Background: an optimization exercise with open tools, aiming at small area, a short achievable clock period and few clock cycles per item. Do not read the settings as production practice.
Function was checked by simulation only, so behaviour that the tests miss may differ from the original.

### flow/run.sh
#!/bin/bash
# synth_recipe.tcl (not shown) runs the flow's synth.tcl, then flattens the netlist and writes it again
# the make line also repeats each setting of config.mk as NAME=value (left out here)
make -C /OpenROAD-flow-scripts/flow DESIGN_CONFIG=/design/flow/config.mk WORK_HOME=/design/flow/orfs CLKGATE_MAP_FILE= SYNTH_SCRIPT=/design/flow/synth_recipe.tcl finish
### flow/config.mk
export PLATFORM = sky130hd
export DESIGN_NAME = bc5_block_decoder
export DESIGN_NICKNAME = bc5_block_decoder
export VERILOG_FILES = /design/flow/design.v
export SDC_FILE = /design/flow/constraint.sdc
export NUM_CORES = 4
export LEC_CHECK = 0
export CAP_MARGIN = 20
export CORE_MARGIN = 2
export CORE_UTILIZATION = 40
export SLEW_MARGIN = 20
### flow/constraint.sdc
create_clock -name core_clock -period 16.0 [get_ports {clk}]
set_input_delay 3.2000 -clock core_clock [delete_from_list [all_inputs] [get_ports {clk}]]
set_output_delay 3.2000 -clock core_clock [all_outputs]
set_load 0.01 [all_outputs]
### flow/design.v
module bc5_block_decoder (
    input  wire         clk,
    input  wire         rst,
    input  wire         in_valid,
    output wire         in_ready,
    input  wire [63:0]  in_red,
    input  wire [63:0]  in_green,
    input  wire         in_normal,
    output wire         out_valid,
    input  wire         out_ready,
    output wire [383:0] out_rgb
);
    function [24:0] rne24;
        input [23:0] m;
        input        g;
        input        st;
        begin
            rne24 = {1'b0, m} + {24'd0, g & (st | m[0])};
        end
    endfunction
    function [30:0] f_prod;
        input [7:0] a;
        input [2:0] w;
        reg [2:0]  p;
        reg [7:0]  ar;
        reg [24:0] m0;
        reg [26:0] pp;
        reg [23:0] mt;
        reg        g, st;
        reg [5:0]  e;
        reg [24:0] r;
        integer k;
        begin
            p = 3'd0;
            for (k = 0; k < 8; k = k + 1)
                if (a[k]) p = k[2:0];
            ar = (a << (3'd7 - p)) | (a >> (p + 3'd1));
            m0 = {1'b0, ar, ar, ar} + 25'd1;
            pp = (w[0] ? {2'b00, m0} : 27'd0) + (w[1] ? {1'b0, m0, 1'b0} : 27'd0)
               + (w[2] ? {m0, 2'b00} : 27'd0);
            if (pp[26]) begin
                mt = pp[26:3]; g = pp[2]; st = |pp[1:0]; e = {3'd0, p} + 6'd27;
            end else if (pp[25]) begin
                mt = pp[25:2]; g = pp[1]; st = pp[0];    e = {3'd0, p} + 6'd26;
            end else if (pp[24]) begin
                mt = pp[24:1]; g = pp[0]; st = 1'b0;     e = {3'd0, p} + 6'd25;
            end else begin
                mt = pp[23:0]; g = 1'b0;  st = 1'b0;     e = {3'd0, p} + 6'd24;
            end
            r = rne24(mt, g, st);
            if (r[24]) begin
                mt = 24'h800000; e = e + 6'd1;
            end else begin
                mt = r[23:0];
            end
            f_prod = {(a != 8'd0) && (w != 3'd0), e, mt};
        end
    endfunction
    function [30:0] f_sum;
        input [30:0] x;
        input [30:0] y;
        reg [30:0] bg, sm;
        reg [5:0]  d;
        reg [36:0] sh;
        reg [27:0] s;
        reg [23:0] mt;
        reg        g, st;
        reg [5:0]  e;
        reg [24:0] r;
        begin
            if (!x[30]) begin
                f_sum = y;
            end else if (!y[30]) begin
                f_sum = x;
            end else begin
                if (x[29:24] >= y[29:24]) begin bg = x; sm = y; end
                else begin bg = y; sm = x; end
                d  = bg[29:24] - sm[29:24];
                sh = {sm[23:0], 13'd0} >> d;
                s  = {1'b0, bg[23:0], 3'b000} + {1'b0, sh[36:11], |sh[10:0]};
                e  = bg[29:24];
                if (s[27]) begin
                    mt = s[27:4]; g = s[3]; st = |s[2:0]; e = e + 6'd1;
                end else begin
                    mt = s[26:3]; g = s[2]; st = |s[1:0];
                end
                r = rne24(mt, g, st);
                if (r[24]) begin
                    mt = 24'h800000; e = e + 6'd1;
                end else begin
                    mt = r[23:0];
                end
                f_sum = {1'b1, e, mt};
            end
        end
    endfunction
    function [30:0] f_div;
        input [30:0] x;
        input [2:0]  dv;
        reg [27:0] n;
        reg [25:0] q;
        reg [2:0]  r;
        reg [3:0]  r2;
        reg [23:0] mt;
        reg        g, st;
        reg [5:0]  e;
        reg [24:0] rr;
        integer k;
        begin
            n = {x[23:0], 4'd0};
            r = 3'd0;
            q = 26'd0;
            for (k = 27; k >= 0; k = k - 1) begin
                r2 = {r, n[k]};
                if (r2 >= {1'b0, dv}) begin
                    if (k < 26) q[k] = 1'b1;
                    r = r2 - {1'b0, dv};
                end else begin
                    r = r2[2:0];
                end
            end
            if (q[25]) begin
                mt = q[25:2]; g = q[1]; st = q[0] | (r != 3'd0); e = x[29:24] - 6'd2;
            end else begin
                mt = q[24:1]; g = q[0]; st = (r != 3'd0);        e = x[29:24] - 6'd3;
            end
            rr = rne24(mt, g, st);
            if (rr[24]) begin
                mt = 24'h800000; e = e + 6'd1;
            end else begin
                mt = rr[23:0];
            end
            f_div = {x[30], e, mt};
        end
    endfunction
    function [7:0] f_quant;
        input [30:0] c;
        reg [31:0] y;
        reg [23:0] mt;
        reg        g, st;
        reg [24:0] r;
        reg [32:0] z;
        reg [5:0]  sh;
        begin
            y = {c[23:0], 8'd0} - {8'd0, c[23:0]};
            if (y[31]) begin
                mt = y[31:8]; g = y[7]; st = |y[6:0];
                r  = rne24(mt, g, st);
                z  = {r, 8'd0};
            end else begin
                mt = y[30:7]; g = y[6]; st = |y[5:0];
                r  = rne24(mt, g, st);
                z  = {1'b0, r, 7'd0};
            end
            sh = 6'd55 - c[29:24];
            f_quant = c[30] ? (z >> sh) : 8'd0;
        end
    endfunction
    function [30:0] f_norm24;
        input [23:0] v;
        input [5:0]  eb;
        reg [4:0]  lz;
        integer k;
        begin
            lz = 5'd0;
            for (k = 0; k < 24; k = k + 1)
                if (v[k]) lz = 5'd23 - k[4:0];
            f_norm24 = {v != 24'd0, eb - {1'b0, lz}, v << lz};
        end
    endfunction
    function [30:0] f_one_minus;
        input [30:0] x;
        reg [5:0]  shn;
        reg [23:0] q;
        reg        g, st;
        reg [24:0] qr;
        reg [24:0] dv;
        reg [47:0] ext;
        begin
            if (!x[30]) begin
                f_one_minus = {1'b1, 6'd32, 24'h800000};                
            end else if (x[29:24] == 6'd33) begin
                f_one_minus = {1'b1, 6'd32, 24'h800000};
            end else if (x[29:24] == 6'd32) begin
                f_one_minus = f_norm24({1'b0, x[22:0]}, 6'd32);
            end else if (x[29:24] == 6'd31) begin
                dv = 25'h1000000 - {1'b0, x[23:0]};
                f_one_minus = f_norm24(dv[23:0], 6'd31);
            end else begin
                shn = 6'd31 - x[29:24];           
                ext = {x[23:0], 24'd0} >> shn;
                q   = ext[47:24];
                g   = ext[23];
                st  = |ext[22:0];
                qr  = {1'b0, q} + {24'd0, g & (st | q[0])};
                dv  = 25'h1000000 - qr;
                f_one_minus = {1'b1, 6'd31, dv[23:0]};
            end
        end
    endfunction
    function [30:0] f_sq;
        input [30:0] x;
        reg [47:0] p;
        reg [23:0] mt;
        reg        g, st;
        reg [5:0]  e;
        reg [24:0] r;
        begin
            p = x[23:0] * x[23:0];
            e = {x[28:24], 1'b0} - 6'd32;
            if (p[47]) begin
                mt = p[47:24]; g = p[23]; st = |p[22:0]; e = e + 6'd1;
            end else begin
                mt = p[46:23]; g = p[22]; st = |p[21:0];
            end
            r = rne24(mt, g, st);
            if (r[24]) begin
                mt = 24'h800000; e = e + 6'd1;
            end else begin
                mt = r[23:0];
            end
            f_sq = {x[30], e, mt};
        end
    endfunction
    function [2:0] f_dtab;
        input [6:0] idx;
        reg [2:0] dsel;
        begin
            dsel = 3'd0;
            case (idx)
                7'd1: dsel = 3'd2;
                7'd2: dsel = 3'd1;
                7'd3: dsel = 3'd3;
                7'd5: dsel = 3'd3;
                7'd7: dsel = 3'd3;
                7'd9: dsel = 3'd3;
                7'd11: dsel = 3'd1;
                7'd12: dsel = 3'd1;
                7'd13: dsel = 3'd2;
                7'd14: dsel = 3'd1;
                7'd15: dsel = 3'd3;
                7'd17: dsel = 3'd2;
                7'd18: dsel = 3'd1;
                7'd19: dsel = 3'd3;
                7'd21: dsel = 3'd4;
                7'd22: dsel = 3'd1;
                7'd23: dsel = 3'd2;
                7'd25: dsel = 3'd2;
                7'd26: dsel = 3'd1;
                7'd27: dsel = 3'd3;
                7'd28: dsel = 3'd1;
                7'd29: dsel = 3'd3;
                7'd30: dsel = 3'd1;
                7'd31: dsel = 3'd3;
                7'd33: dsel = 3'd3;
                7'd35: dsel = 3'd3;
                7'd37: dsel = 3'd3;
                7'd39: dsel = 3'd3;
                7'd40: dsel = 3'd1;
                7'd41: dsel = 3'd3;
                7'd43: dsel = 3'd3;
                7'd44: dsel = 3'd1;
                7'd45: dsel = 3'd2;
                7'd47: dsel = 3'd2;
                7'd48: dsel = 3'd1;
                7'd49: dsel = 3'd2;
                7'd51: dsel = 3'd2;
                7'd52: dsel = 3'd1;
                7'd53: dsel = 3'd2;
                7'd55: dsel = 3'd2;
                7'd56: dsel = 3'd1;
                7'd57: dsel = 3'd3;
                7'd58: dsel = 3'd1;
                7'd59: dsel = 3'd3;
                7'd61: dsel = 3'd2;
                7'd62: dsel = 3'd1;
                7'd63: dsel = 3'd3;
                7'd65: dsel = 3'd2;
                7'd67: dsel = 3'd2;
                7'd69: dsel = 3'd3;
                7'd71: dsel = 3'd2;
                7'd73: dsel = 3'd3;
                7'd74: dsel = 3'd1;
                7'd75: dsel = 3'd3;
                7'd77: dsel = 3'd3;
                7'd79: dsel = 3'd3;
                7'd81: dsel = 3'd2;
                7'd83: dsel = 3'd3;
                7'd85: dsel = 3'd3;
                7'd86: dsel = 3'd1;
                7'd87: dsel = 3'd3;
                7'd88: dsel = 3'd1;
                7'd89: dsel = 3'd3;
                7'd91: dsel = 3'd2;
                7'd92: dsel = 3'd1;
                7'd93: dsel = 3'd1;
                7'd95: dsel = 3'd2;
                7'd97: dsel = 3'd1;
                7'd98: dsel = 3'd1;
                7'd99: dsel = 3'd2;
                7'd101: dsel = 3'd2;
                7'd102: dsel = 3'd1;
                7'd103: dsel = 3'd2;
                7'd105: dsel = 3'd2;
                7'd106: dsel = 3'd1;
                7'd107: dsel = 3'd2;
                7'd109: dsel = 3'd2;
                7'd110: dsel = 3'd1;
                7'd111: dsel = 3'd2;
                7'd112: dsel = 3'd1;
                7'd113: dsel = 3'd3;
                7'd115: dsel = 3'd2;
                7'd116: dsel = 3'd1;
                7'd117: dsel = 3'd3;
                7'd118: dsel = 3'd1;
                7'd119: dsel = 3'd2;
                7'd120: dsel = 3'd1;
                7'd121: dsel = 3'd3;
                7'd122: dsel = 3'd1;
                7'd123: dsel = 3'd3;
                7'd124: dsel = 3'd1;
                7'd125: dsel = 3'd3;
                7'd126: dsel = 3'd1;
                7'd127: dsel = 3'd2;
                default: dsel = 3'd0;
            endcase
            f_dtab = dsel;
        end
    endfunction
    function [7:0] f_blue;
        input        neg;
        input [30:0] rad;
        reg [5:0]  s;
        reg [39:0] prod;
        reg [15:0] xi;
        reg [7:0]  r;
        reg [17:0] rm;
        reg [17:0] tr;
        reg [7:0]  n0;
        reg        ok, near;
        reg [2:0]  dd;
        reg [19:0] cs;
        integer i;
        begin
            if (neg || !rad[30] || rad[29:24] < 6'd16) begin
                f_blue = 8'd127;
            end else begin
                s    = 6'd55 - rad[29:24];                  
                prod = rad[23:0] * 40'd65025;
                xi   = prod >> s;
                r    = 8'd0;
                rm   = 18'd0;
                for (i = 7; i >= 0; i = i - 1) begin
                    rm = {rm[15:0], xi[2*i+1 -: 2]};
                    tr = {8'd0, r, 2'b01};
                    if (rm >= tr) begin
                        rm = rm - tr;
                        r  = {r[6:0], 1'b1};
                    end else begin
                        r  = {r[6:0], 1'b0};
                    end
                end
                n0 = ({1'b0, r} + 9'd1) >> 1;
                ok = 1'b1;
                for (i = 19; i < 40; i = i + 1)
                    if (i < s && !prod[i]) ok = 1'b0;
                dd   = f_dtab(r[7:1]);
                cs   = {1'b0, prod[18:0]} + dd * 20'd65025;
                near = (rm == {9'd0, r, 1'b0}) && !r[0] && ok && cs[19];
                f_blue = 8'd127 + n0 + {7'd0, near};
            end
        end
    endfunction
    function [31:0] f_rad;
        input [30:0] t;
        input [30:0] y;
        reg [5:0]  d;
        reg [49:0] sh;
        reg [26:0] df;
        reg [4:0]  lz;
        reg [26:0] nm;
        reg [23:0] mt;
        reg        g, st;
        reg [5:0]  e;
        reg [24:0] r;
        integer k;
        begin
            if (!y[30]) begin
                f_rad = {1'b0, t};
            end else if (!t[30] || (y[29:0] > t[29:0])) begin
                f_rad = {1'b1, 31'd0};
            end else begin
                d  = t[29:24] - y[29:24];
                sh = {y[23:0], 26'd0} >> d;
                df = {t[23:0], 3'b000} - {sh[49:24], |sh[23:0]};
                lz = 5'd0;
                for (k = 0; k < 27; k = k + 1)
                    if (df[k]) lz = 5'd26 - k[4:0];
                nm = df << lz;
                e  = t[29:24] - {1'b0, lz};
                mt = nm[26:3]; g = nm[2]; st = |nm[1:0];
                r  = rne24(mt, g, st);
                if (r[24]) begin
                    mt = 24'h800000; e = e + 6'd1;
                end else begin
                    mt = r[23:0];
                end
                f_rad = {1'b0, df != 27'd0, e, mt};
            end
        end
    endfunction
    function [30:0] f_chan;
        input [7:0] a;
        input [7:0] b;
        input [2:0] cd;
        reg        six;
        reg [2:0]  wa, wb, dv;
        reg [30:0] s;
        begin
            six = (a > b);
            if (cd == 3'd0) begin
                wa = 3'd1; wb = 3'd0;
            end else if (cd == 3'd1) begin
                wa = 3'd0; wb = 3'd1;
            end else begin
                wa = six ? (3'd0 - cd) : (3'd6 - cd);    
                wb = cd - 3'd1;
            end
            dv = six ? 3'd7 : 3'd5;
            s  = f_sum(f_prod(a, wa), f_prod(b, wb));
            if (cd[2:1] == 2'b00)
                f_chan = s;
            else if (!six && cd == 3'd6)
                f_chan = 31'd0;
            else if (!six && cd == 3'd7)
                f_chan = {1'b1, 6'd32, 24'h800000};
            else
                f_chan = f_div(s, dv);
        end
    endfunction
    function [30:0] f_nx;
        input [30:0] c;
        begin
            f_nx = f_one_minus({c[30], c[29:24] + 6'd1, c[23:0]});
        end
    endfunction
    function [34:0] f_sum_a;
        input [30:0] x;
        input [30:0] y;
        reg [30:0] bg, sm;
        reg [5:0]  d;
        reg [36:0] sh;
        begin
            if (!x[30]) begin
                f_sum_a = {y[30:24], 1'b0, y[23:0], 3'b000};
            end else if (!y[30]) begin
                f_sum_a = {x[30:24], 1'b0, x[23:0], 3'b000};
            end else begin
                if (x[29:24] >= y[29:24]) begin bg = x; sm = y; end
                else begin bg = y; sm = x; end
                d  = bg[29:24] - sm[29:24];
                sh = {sm[23:0], 13'd0} >> d;
                f_sum_a = {1'b1, bg[29:24],
                           {1'b0, bg[23:0], 3'b000} + {1'b0, sh[36:11], |sh[10:0]}};
            end
        end
    endfunction
    function [30:0] f_sum_b;
        input [34:0] v;
        reg [27:0] s;
        reg [23:0] mt;
        reg        g, st;
        reg [5:0]  e;
        reg [24:0] r;
        begin
            s = v[27:0];
            e = v[33:28];
            if (s[27]) begin
                mt = s[27:4]; g = s[3]; st = |s[2:0]; e = e + 6'd1;
            end else begin
                mt = s[26:3]; g = s[2]; st = |s[1:0];
            end
            r = rne24(mt, g, st);
            if (r[24]) begin
                mt = 24'h800000; e = e + 6'd1;
            end else begin
                mt = r[23:0];
            end
            f_sum_b = {v[34], e, mt};
        end
    endfunction
    function [14:0] f_div_a;
        input [23:0] m;
        input [2:0]  dv;
        reg [27:0] n;
        reg [25:0] q;
        reg [2:0]  r;
        reg [3:0]  r2;
        integer k;
        begin
            n = {m, 4'd0};
            r = 3'd0;
            q = 26'd0;
            for (k = 27; k >= 14; k = k - 1) begin
                r2 = {r, n[k]};
                if (r2 >= {1'b0, dv}) begin
                    if (k < 26) q[k] = 1'b1;
                    r = r2 - {1'b0, dv};
                end else begin
                    r = r2[2:0];
                end
            end
            f_div_a = {r, q[25:14]};
        end
    endfunction
    function [30:0] f_div_b;
        input [30:0] x;
        input [2:0]  dv;
        input [14:0] pa;
        reg [27:0] n;
        reg [25:0] q;
        reg [2:0]  r;
        reg [3:0]  r2;
        reg [23:0] mt;
        reg        g, st;
        reg [5:0]  e;
        reg [24:0] rr;
        integer k;
        begin
            n = {x[23:0], 4'd0};
            r = pa[14:12];
            q = {pa[11:0], 14'd0};
            for (k = 13; k >= 0; k = k - 1) begin
                r2 = {r, n[k]};
                if (r2 >= {1'b0, dv}) begin
                    q[k] = 1'b1;
                    r = r2 - {1'b0, dv};
                end else begin
                    r = r2[2:0];
                end
            end
            if (q[25]) begin
                mt = q[25:2]; g = q[1]; st = q[0] | (r != 3'd0); e = x[29:24] - 6'd2;
            end else begin
                mt = q[24:1]; g = q[0]; st = (r != 3'd0);        e = x[29:24] - 6'd3;
            end
            rr = rne24(mt, g, st);
            if (rr[24]) begin
                mt = 24'h800000; e = e + 6'd1;
            end else begin
                mt = rr[23:0];
            end
            f_div_b = {x[30], e, mt};
        end
    endfunction
    function [33:0] f_rad_a;
        input [30:0] t;
        input [30:0] y;
        reg [5:0]  d;
        reg [49:0] sh;
        begin
            if (!y[30]) begin
                f_rad_a = {1'b0, t[29:24], t[30] ? {t[23:0], 3'b000} : 27'd0};
            end else if (!t[30] || (y[29:0] > t[29:0])) begin
                f_rad_a = {1'b1, 33'd0};
            end else begin
                d  = t[29:24] - y[29:24];
                sh = {y[23:0], 26'd0} >> d;
                f_rad_a = {1'b0, t[29:24], {t[23:0], 3'b000} - {sh[49:24], |sh[23:0]}};
            end
        end
    endfunction
    function [31:0] f_rad_b;
        input [33:0] v;
        reg [26:0] df;
        reg [4:0]  lz;
        reg [26:0] nm;
        reg [23:0] mt;
        reg        g, st;
        reg [5:0]  e;
        reg [24:0] r;
        integer k;
        begin
            df = v[26:0];
            lz = 5'd0;
            for (k = 0; k < 27; k = k + 1)
                if (df[k]) lz = 5'd26 - k[4:0];
            nm = df << lz;
            e  = v[32:27] - {1'b0, lz};
            mt = nm[26:3]; g = nm[2]; st = |nm[1:0];
            r  = rne24(mt, g, st);
            if (r[24]) begin
                mt = 24'h800000; e = e + 6'd1;
            end else begin
                mt = r[23:0];
            end
            f_rad_b = {v[33], !v[33] && (df != 27'd0), e, mt};
        end
    endfunction
    function [21:0] f_blue_a;
        input        neg;
        input [30:0] rad;
        reg [5:0]  s;
        reg [39:0] prod;
        reg [15:0] xi;
        reg        ok;
        reg [3:0]  cz;
        reg [19:0] cs;
        integer i;
        begin
            s    = 6'd55 - rad[29:24];
            prod = rad[23:0] * 40'd65025;
            xi   = prod >> s;
            ok = 1'b1;
            for (i = 19; i < 40; i = i + 1)
                if (i < s && !prod[i]) ok = 1'b0;
            for (i = 1; i <= 4; i = i + 1) begin
                cs = {1'b0, prod[18:0]} + i * 20'd65025;
                cz[i-1] = ok && cs[19];
            end
            f_blue_a = {!(neg || !rad[30] || rad[29:24] < 6'd16), cz, 1'b0, xi};
        end
    endfunction
    function [7:0] f_blue_b;
        input [21:0] v;
        reg [15:0] xi;
        reg [7:0]  r;
        reg [17:0] rm;
        reg [17:0] tr;
        reg [7:0]  n0;
        reg [2:0]  dd;
        reg        near, cz;
        integer i;
        begin
            xi = v[15:0];
            r    = 8'd0;
            rm   = 18'd0;
            for (i = 7; i >= 0; i = i - 1) begin
                rm = {rm[15:0], xi[2*i+1 -: 2]};
                tr = {8'd0, r, 2'b01};
                if (rm >= tr) begin
                    rm = rm - tr;
                    r  = {r[6:0], 1'b1};
                end else begin
                    r  = {r[6:0], 1'b0};
                end
            end
            n0 = ({1'b0, r} + 9'd1) >> 1;
            dd = f_dtab(r[7:1]);
            case (dd)
                3'd1: cz = v[17];
                3'd2: cz = v[18];
                3'd3: cz = v[19];
                3'd4: cz = v[20];
                default: cz = 1'b0;
            endcase
            near = (rm == {9'd0, r, 1'b0}) && !r[0] && cz;
            f_blue_b = v[21] ? 8'd127 + n0 + {7'd0, near} : 8'd127;
        end
    endfunction
    localparam NST = 12;             
    reg  [3:0]   fidx;               
    reg          fsrc;               
    reg  [1:0]   outst;              
    reg  [4:0]   cap;                
    reg  [63:0]  ir_red, ir_green;
    reg          ir_normal;
    reg  [NST-1:0] vld;
    reg  [383:0] out_sr;
    wire         ov      = cap[4];
    wire         rdy     = !fsrc && (fidx == 4'd15) && !outst[1];
    assign in_ready  = rdy;
    assign out_valid = ov;
    assign out_rgb   = out_sr;
    wire         acc     = in_valid && rdy;
    wire         take    = ov && out_ready;
    wire         res_v   = vld[NST-1];
    wire         flush   = res_v && ov && !out_ready;
    wire         cap_in  = res_v && (!ov || out_ready);
    wire         feed    = fsrc || (in_valid && (fidx != 4'd15 || !outst[1]));
    wire [1:0]   outst_n = outst + {1'b0, acc} - {1'b0, take};
    wire [63:0]  src_r = fsrc ? ir_red   : in_red;
    wire [63:0]  src_g = fsrc ? ir_green : in_green;
    wire         src_n = fsrc ? ir_normal : in_normal;
    always @(posedge clk) begin
        if (acc) begin
            ir_red    <= in_red;
            ir_green  <= in_green;
            ir_normal <= in_normal;
        end
        if (rst) begin
            fidx  <= 4'd0;
            fsrc  <= 1'b0;
            outst <= 2'd0;
            cap   <= 5'd0;
            vld   <= {NST{1'b0}};
        end else begin
            outst <= outst_n;
            if (take)
                cap <= {4'd0, cap_in};
            else if (cap_in)
                cap <= cap + 5'd1;
            if (flush) begin
                vld  <= {NST{1'b0}};
                fidx <= 4'd0;
                fsrc <= outst_n[1];
            end else begin
                vld <= {vld[NST-2:0], feed};
                if (feed) begin
                    fidx <= fidx + 4'd1;
                    if (fidx == 4'd15) fsrc <= 1'b0;
                end
            end
        end
        if (cap_in)
            out_sr <= {res, out_sr[383:24]};
    end
    reg [7:0] s0_ar, s0_br, s0_ag, s0_bg;
    reg [2:0] s0_cr, s0_cg;
    reg       s0_nm;
    always @(posedge clk) begin
        s0_ar <= src_r[7:0];
        s0_br <= src_r[15:8];
        s0_ag <= src_g[7:0];
        s0_bg <= src_g[15:8];
        s0_cr <= src_r[16 + 3*fidx +: 3];
        s0_cg <= src_g[16 + 3*fidx +: 3];
        s0_nm <= src_n;
    end
    function [10:0] f_sel;
        input [7:0] a;
        input [7:0] b;
        input [2:0] cd;
        reg six;
        reg [1:0] kd;
        reg [2:0] wa, wb;
        begin
            six = (a > b);
            if (cd == 3'd0) begin
                wa = 3'd1; wb = 3'd0; kd = 2'd1;
            end else if (cd == 3'd1) begin
                wa = 3'd0; wb = 3'd1; kd = 2'd1;
            end else begin
                wa = six ? (3'd0 - cd) : (3'd6 - cd);
                wb = cd - 3'd1;
                kd = (!six && cd == 3'd6) ? 2'd2 : (!six && cd == 3'd7) ? 2'd3 : 2'd0;
            end
            f_sel = {kd, six, wa, wb};
        end
    endfunction
    wire [10:0] sel_r = f_sel(s0_ar, s0_br, s0_cr);
    wire [10:0] sel_g = f_sel(s0_ag, s0_bg, s0_cg);
    reg [30:0] s1_pa_r, s1_pb_r, s1_pa_g, s1_pb_g;
    reg [2:0]  s1_k_r, s1_k_g;
    reg        s1_nm;
    always @(posedge clk) begin
        s1_pa_r <= f_prod(s0_ar, sel_r[5:3]);
        s1_pb_r <= f_prod(s0_br, sel_r[2:0]);
        s1_pa_g <= f_prod(s0_ag, sel_g[5:3]);
        s1_pb_g <= f_prod(s0_bg, sel_g[2:0]);
        s1_k_r  <= sel_r[8:6];
        s1_k_g  <= sel_g[8:6];
        s1_nm   <= s0_nm;
    end
    reg [34:0] s2_sa_r, s2_sa_g;
    reg [2:0]  s2_k_r, s2_k_g;
    reg        s2_nm;
    always @(posedge clk) begin
        s2_sa_r <= f_sum_a(s1_pa_r, s1_pb_r);
        s2_sa_g <= f_sum_a(s1_pa_g, s1_pb_g);
        s2_k_r  <= s1_k_r;
        s2_k_g  <= s1_k_g;
        s2_nm   <= s1_nm;
    end
    reg [30:0] s3_s_r, s3_s_g;
    reg [2:0]  s3_k_r, s3_k_g;
    reg        s3_nm;
    always @(posedge clk) begin
        s3_s_r <= f_sum_b(s2_sa_r);
        s3_s_g <= f_sum_b(s2_sa_g);
        s3_k_r <= s2_k_r;
        s3_k_g <= s2_k_g;
        s3_nm  <= s2_nm;
    end
    reg [30:0] s4_s_r, s4_s_g;
    reg [14:0] s4_d_r, s4_d_g;
    reg [2:0]  s4_k_r, s4_k_g;
    reg        s4_nm;
    always @(posedge clk) begin
        s4_s_r <= s3_s_r;
        s4_s_g <= s3_s_g;
        s4_d_r <= f_div_a(s3_s_r[23:0], s3_k_r[0] ? 3'd7 : 3'd5);
        s4_d_g <= f_div_a(s3_s_g[23:0], s3_k_g[0] ? 3'd7 : 3'd5);
        s4_k_r <= s3_k_r;
        s4_k_g <= s3_k_g;
        s4_nm  <= s3_nm;
    end
    function [30:0] f_cfin;
        input [30:0] s;
        input [14:0] d;
        input [2:0]  k;
        begin
            case (k[2:1])
                2'd0: f_cfin = f_div_b(s, k[0] ? 3'd7 : 3'd5, d);
                2'd1: f_cfin = s;
                2'd2: f_cfin = 31'd0;
                default: f_cfin = {1'b1, 6'd32, 24'h800000};
            endcase
        end
    endfunction
    reg [30:0] s5_c_r, s5_c_g;
    reg        s5_nm;
    always @(posedge clk) begin
        s5_c_r <= f_cfin(s4_s_r, s4_d_r, s4_k_r);
        s5_c_g <= f_cfin(s4_s_g, s4_d_g, s4_k_g);
        s5_nm  <= s4_nm;
    end
    reg [7:0]  s6_q_r, s6_q_g;
    reg [30:0] s6_n_r, s6_n_g;
    reg        s6_nm;
    always @(posedge clk) begin
        s6_q_r <= f_quant(s5_c_r);
        s6_q_g <= f_quant(s5_c_g);
        s6_n_r <= f_nx(s5_c_r);
        s6_n_g <= f_nx(s5_c_g);
        s6_nm  <= s5_nm;
    end
    reg [7:0]  s7_q_r, s7_q_g;
    reg [30:0] s7_x_r, s7_x_g;
    reg        s7_nm;
    always @(posedge clk) begin
        s7_q_r <= s6_q_r;
        s7_q_g <= s6_q_g;
        s7_x_r <= f_sq(s6_n_r);
        s7_x_g <= f_sq(s6_n_g);
        s7_nm  <= s6_nm;
    end
    reg [7:0]  s8_q_r, s8_q_g;
    reg [30:0] s8_t, s8_y;
    reg        s8_nm;
    always @(posedge clk) begin
        s8_q_r <= s7_q_r;
        s8_q_g <= s7_q_g;
        s8_t   <= f_one_minus(s7_x_r);
        s8_y   <= s7_x_g;
        s8_nm  <= s7_nm;
    end
    reg [7:0]  s9_q_r, s9_q_g;
    reg [33:0] s9_ra;
    reg        s9_nm;
    always @(posedge clk) begin
        s9_q_r <= s8_q_r;
        s9_q_g <= s8_q_g;
        s9_ra  <= f_rad_a(s8_t, s8_y);
        s9_nm  <= s8_nm;
    end
    reg [7:0]  s10_q_r, s10_q_g;
    reg [31:0] s10_rad;
    reg        s10_nm;
    always @(posedge clk) begin
        s10_q_r <= s9_q_r;
        s10_q_g <= s9_q_g;
        s10_rad <= f_rad_b(s9_ra);
        s10_nm  <= s9_nm;
    end
    reg [7:0]  s11_q_r, s11_q_g;
    reg [21:0] s11_b;
    reg        s11_nm;
    always @(posedge clk) begin
        s11_q_r <= s10_q_r;
        s11_q_g <= s10_q_g;
        s11_b   <= f_blue_a(s10_rad[31], s10_rad[30:0]);
        s11_nm  <= s10_nm;
    end
    wire [23:0] res = {s11_nm ? f_blue_b(s11_b) : 8'd0, s11_q_g, s11_q_r};
endmodule
==> impl_metrics.ini, run 1 <==
[run]
maxCapViolCount = 0

[route]
drtPass1Iterations = 8
via_per_inst = 5.447
drc_errors = 0
via_count = 115406
drtIter0Drc = 8503
detail_route.wl_per_cell_um = 18.98
ant_nets = 0
finalWirelength_um = 402100

[synth]
synth.largest_area_cell = fa_1
yosys.area.top_type_share_pct = 14.96
yosysSeqAreaShare_pct = 23.11
yosysUniqueCellTypes = 121
ys.flop_type = dfxtp_1
ys_ff_latch = 1388
synth.most_common_cell = inv_1
yosysWarnings = 1
synth_cells = 16043
synth-async-reset-ratio_pct = 0
netlist_area_um2 = 142400
synth.area.top_cells = fa_1 15%, dfxtp_1 12%, edfxtp_1 11%
synth-edff-count = 513
avgSynthCellArea_um2 = 8.878
synth_top_cells_by_count = 1644 x inv_1, 1472 x nand2_1, 1250 x nor2_1

[sta]
tightest_slew_ns = 1.185
fin_hold_ws_ns = 0.2556
clock_skew_ns = 0.1163
tns_ns = 0
maxSlewViolCount = 0
max_freq_ghz = 0.06540
setup_viol = 0
period_needed_ns = 15.29
maxSlewHeadroom_pct = 20.90
hold_viol = 0
post-route-period-util_pct = 95.57

[status]
status = complete, no violations

[placement]
placed_cells = 20823
port-buffer-count = 518
gp_congestion = 0.9349
dp_hpwl_um = 316600

[worst_setup_path]
cp_max_fo = 6
crit_type = reg -> reg
cpMaxStageDelayCell = fa_2
start_kind = flop
reg2reg_slack_ns = 0.71
endpoint_kind = flop
required_ns = 16.87
arrival_ns = 16.16
slowest_delay_ns = 0.42
path_common_cell = ha_4

[worst_hold_path]
hp-class = reg -> reg

[cts]
cts_tree = done
clk_pin_slew_worst_paths_ns = 0.06
clk_root_buffer_cell = clkbuf_16
htree_levels = 4
cts.sinks = 1388
cts-buffers-inserted = 169
clk_path_buf_depth = 4
clk_latency_ns = 0.93

[floorplan]
coreArea_um2 = 355100
die_x_um = 600.7
start_util_pct = 40.11
row_count = 219
dieArea_um2 = 360900
io_pins = 519
die_y_um = 600.7

[global_route]
antenna_found_initial = 11
grt_pass1_wl_um = 641100
grt_max_degree = 128
gr-total-overflow = 0
grt_pass1_vias = 113328
grt_usage_pct = 21.74

[final_layout]
utilization_pct = 45.04
drive_gt1_share_pct = 7.932
num-nets-final = 18543
stdcell_count = 21187
area_delta_synth_final_pct = 12.29
fill_cells = 34652
[stage by stage]
stage / setup WS [ns] / cell area, um2
detailed placement: -0.3382 / 153400
global placement: -0.09085 / 153300
global route: -0.1608 / 159900
CTS: 0.01167 / 159100
finish: 0.7086 / 159900
floorplan: -0.1666 / 142900
[state kept, by name, summed over array words and instances, names as in the netlist, 32 cells and up]
signal    flops
s9_ra        34
s2_sa_r      35
s10_rad      32
ir_green     64
out_sr      384
ir_red       64
s2_sa_g      35
[cell usage in the layout, fill, tap and decap left out, drive strengths merged, types with 645 or more instances in the layout]
cell,netlist,routed
a21oi,1000,1000
xnor2,651,651
o21ai,645,645
nand2,1475,1475
nor2,1250,1250
fa,1064,1064
ha,1057,1057
inv,1655,1678
dfxtp,875,875
mux2i,851,851
[kinds of logic after synthesis]
| group | synth area share (%) |
|---|---|
| xor+xnor | 5.898 |
| flops | 23.11 |
| compound gates | 14.64 |
| other cells | 0.002633 |
| fa+ha+maj | 24.25 |
| mux | 9.952 |
| simple gates | 15.76 |
| buf+inv | 6.391 |
[timing repair]
item                                    in CTS  in global routing
buffers inserted                             2                 42
hold buffers                                 0                  0
pin swaps                                    2                 55
gates cloned                                 0                  1
endpoints found under the setup margin      25                 68
gates resized for setup                      7                 81
[final cells by class]
class                           instances  area [um2]  area share, %
Clock buffer                          228        4871          3.046
Clock inverter                         82       877.1         0.5484
Sequential cell                      1388       32950          20.60
Tap cell                             4751        5944          3.717
Timing Repair Buffer                  815        7452          4.660
Antenna cell                            8       20.02        0.01252
Multi-Input combinational cell      12244      101500          63.48
Inverter                             1671        6295          3.936
[worst max-delay path, delay by kind of cell, from the launching register on]
kind	cells	cell delay, ns
buf+inv	7	0.67
xor+xnor	10	1.65
simple gates	23	3.73
fa+ha+maj	21	4.73
mux	1	0.28
compound gates	20	3.78
flops	1	0.36
[final timing paths]
| path | cells past startpoint | from | end |
|---|---|---|---|
| hold / removal | 0 | s3_s_r[0] | s4_s_r[0] |
| setup / recovery | 82 | s4_k_r[0] | s5_c_r[28] |
| setup reg to reg | 82 | s4_k_r[0] | s5_c_r[28] |
| hold reg to reg | 0 | s3_s_r[0] | s4_s_r[0] |
[per-layer routing]
| layer | vias to the layer above | track usage (%) | share of wire, % |
|---|---|---|---|
| met5 | - | 0 | 0.010 |
| met4 | 6 | 6.489 | 3.2 |
| met3 | 583 | 2.098 | 4.8 |
| met2 | 3075 | 36.06 | 46 |
| met1 | 55769 | 29.91 | 46 |
| li1 | 55973 | - | - |
Testbench counts, summed over its fixed seeds: cycles 7,784, items 480.
==> run 2, diff against run 1 <==
--- a/flow/config.mk
+++ b/flow/config.mk
@@ -5,6 +5,7 @@
 export SDC_FILE = /design/flow/constraint.sdc
 export NUM_CORES = 4
 export LEC_CHECK = 0
+export ABC_AREA = 1
 export CAP_MARGIN = 20
 export CORE_MARGIN = 2
 export CORE_UTILIZATION = 40
==> impl_metrics.ini, run 2 <==
[status]
status = complete, no violations

[worst_setup_path]
path_common_cell = ha_1
slowest_delay_ns = 0.36
crit_type = reg -> reg
cpMaxStageDelayCell = dfxtp_4
critPathBufInv = 19
r2r-start = s4_k_r[0]
arrival_ns = 15.49
startpoint = s4_k_r[0]
start_kind = flop
cp_max_fo = 5
required_ns = 16.76
cp_top_family = simple AND/OR/NAND/NOR gates
endpoint_kind = flop

[final_layout]
mostFrequentLayoutCells = 4362 x nand2_1, 3570 x inv_1, 2075 x o21ai_0
largest_registers = out_sr (384), ir_green (64), ir_red (64)
largest_register_ffs = 384
layout_commonest_cell = nand2_1
num-nets-final = 22154
area_delta_synth_final_pct = 11.10
top_register = out_sr
drive_gt1_share_pct = 3.894
utilization_pct = 44.69
final_area_um2 = 157800

[sta]
hold_viol = 0
postLayoutSetupSlackWorst_ns = 1.277
tns_ns = 0
tightest_slew_ns = 1.029
setup_viol = 0
max_freq_ghz = 0.06792
maxSlewHeadroom_pct = 31.39
period_needed_ns = 14.72
maxSlewViolCount = 0
clock_skew_ns = 0.1135
post-route-period-util_pct = 92.02

[floorplan]
dieArea_um2 = 359800
die_x_um = 599.8
start_util_pct = 40.23
row_count = 218
die_y_um = 599.8
coreArea_um2 = 353000
io_pins = 519

[synth]
avgSynthCellArea_um2 = 7.211
synth_top_cells_by_count = 4382 x nand2_1, 3577 x inv_1, 2080 x o21ai_0
synth.most_common_cell = nand2_1
yosysUniqueCellTypes = 79
yosysWarnings = 1
yosysSeqAreaShare_pct = 23.18
synth_cells = 19691
synth-edff-count = 513
yosys.area.top_type_share_pct = 15.00
synth.largest_area_cell = fa_1
ys.flop_type = dfxtp_1
ys_ff_latch = 1388
synth.area.top_cells = fa_1 15%, dfxtp_1 12%, nand2_1 12%
netlist_area_um2 = 142000
synth-async-reset-ratio_pct = 0

[cts]
clk_latency_ns = 0.90
clk_root_buffer_cell = clkbuf_16
hold_buffers = 0
cts.sinks = 1388
cts-buffers-inserted = 168
htree_levels = 4
cts_tree = done
clk_path_buf_depth = 4
clk_pin_slew_worst_paths_ns = 0.06

[placement]
dp_hpwl_um = 326400
placed_area_um2 = 151800
gp_congestion = 0.9546
port-buffer-count = 518
dp_slack_ns = 0.4978

[route]
ant_nets = 0
drc_errors = 0
drtPass1Iterations = 7
detail_route.wl_per_cell_um = 16.50
drtIter0Drc = 8992
via_per_inst = 5.083
finalWirelength_um = 408700
via_count = 125885

[worst_hold_path]
hp-class = reg -> reg
hold_start = s7_x_g[30]

[global_route]
gr-total-overflow = 0
grt_pass1_wl_um = 654200
grt_usage_pct = 22.37
grt_pass1_vias = 120755
antenna_found_initial = 16
grt_max_degree = 107

[run]
maxCapViolCount = 0
-- run 2: cell types whose count changed in the layout (fill, tap and decap cells not counted), moves of 374 or more --
cell     change
mux2i_1    -717
xnor2_1    -467
nand3_1    +374
inv_1     +1935
and2_1     -440
o21ai_0   +1458
nand2_1   +2891
-- run 2: cells by family after synthesis --
group | Yosys count | share of synthesized area [%]
XOR/XNOR | 677 | 4.176
adder cells (fa/ha/maj) | 2121 | 24.31
multiplexers | 135 | 0.9534
other | 1 | 0.002641
AO/OA/AOI/OAI | 3756 | 14.68
buffers and inverters | 4280 | 11.34
AND/OR/NAND/NOR | 7333 | 21.35
flip-flops | 1388 | 23.18
-- run 2: through the flow --
stage	hold WS, ns	std cells
global route	0.2972	24763
global placement	0.3100	24442
floorplan	0.3096	19692
CTS	0.2736	24743
finish	0.2802	24766
detailed placement	0.3121	24442
-- run 2: worst paths after layout --
kind | endpoint | slack [ns] | cells after the start
max | s5_c_r[9] | 1.28 | 105
min | s8_y[30] | 0.28 | 0
max reg2reg | s5_c_r[9] | 1.28 | 105
min reg2reg | s8_y[30] | 0.28 | 0
-- run 2: what timing repair did --
item | 4_1_cts | 5_1_grt
setup buffers | 0 | 14
resized for setup | 0 | 63
endpoints found under the setup margin | 0 | 61
-- run 2: metal layers --
| metal | track usage [%] | wire length, um | up-vias |
|---|---|---|---|
| met3 | 2.810 | 21980 | 618 |
| met1 | 29.75 | 182600 | 58633 |
| met2 | 37.82 | 191400 | 3168 |
| met5 | 0 | 109 | - |
| met4 | 6.706 | 12600 | 16 |
| li1 | - | - | 63450 |
-- run 2: cell type report --
class | count | area [um2]
Antenna cell | 5 | 12.51
Clock buffer | 209 | 4576
Clock inverter | 92 | 974.7
Fill cell | 36312 | 195200
Inverter | 3628 | 13630
Multi-Input combinational cell | 14024 | 93220
Sequential cell | 1388 | 32940
Tap cell | 4730 | 5918
Timing Repair Buffer | 688 | 6466
Timing Repair inverter | 2 | 12.51

separate check: timing with driven ports:
The flow's constraints put no driver on any port. The routed layouts listed below were extracted and timed again, unchanged, in two steps.
Step 1 assumes that a clkbuf_16 drives the clock port and a buf_2 every other input.
Step 2 also shifts input and output timing later by t, the mid clock arrival at the registers, as if the neighbouring blocks saw the same clock.
Slacks: ideal / step 1 / step 2; pairs: ideal / step 1.
| run | t, ns | setup WS [ns] | worst slew at a driven data input, ns | cell pins on the clock port's net |
|---|---|---|---|---|
| run 1 | 0.968 | 0.709 / 0.709 / 0.709 | 0.11 | 1 |
| run 2 | 0.944 | 1.277 / 1.277 / 1.277 | 0.15 | 1 |
After both steps every run listed still meets setup and hold.
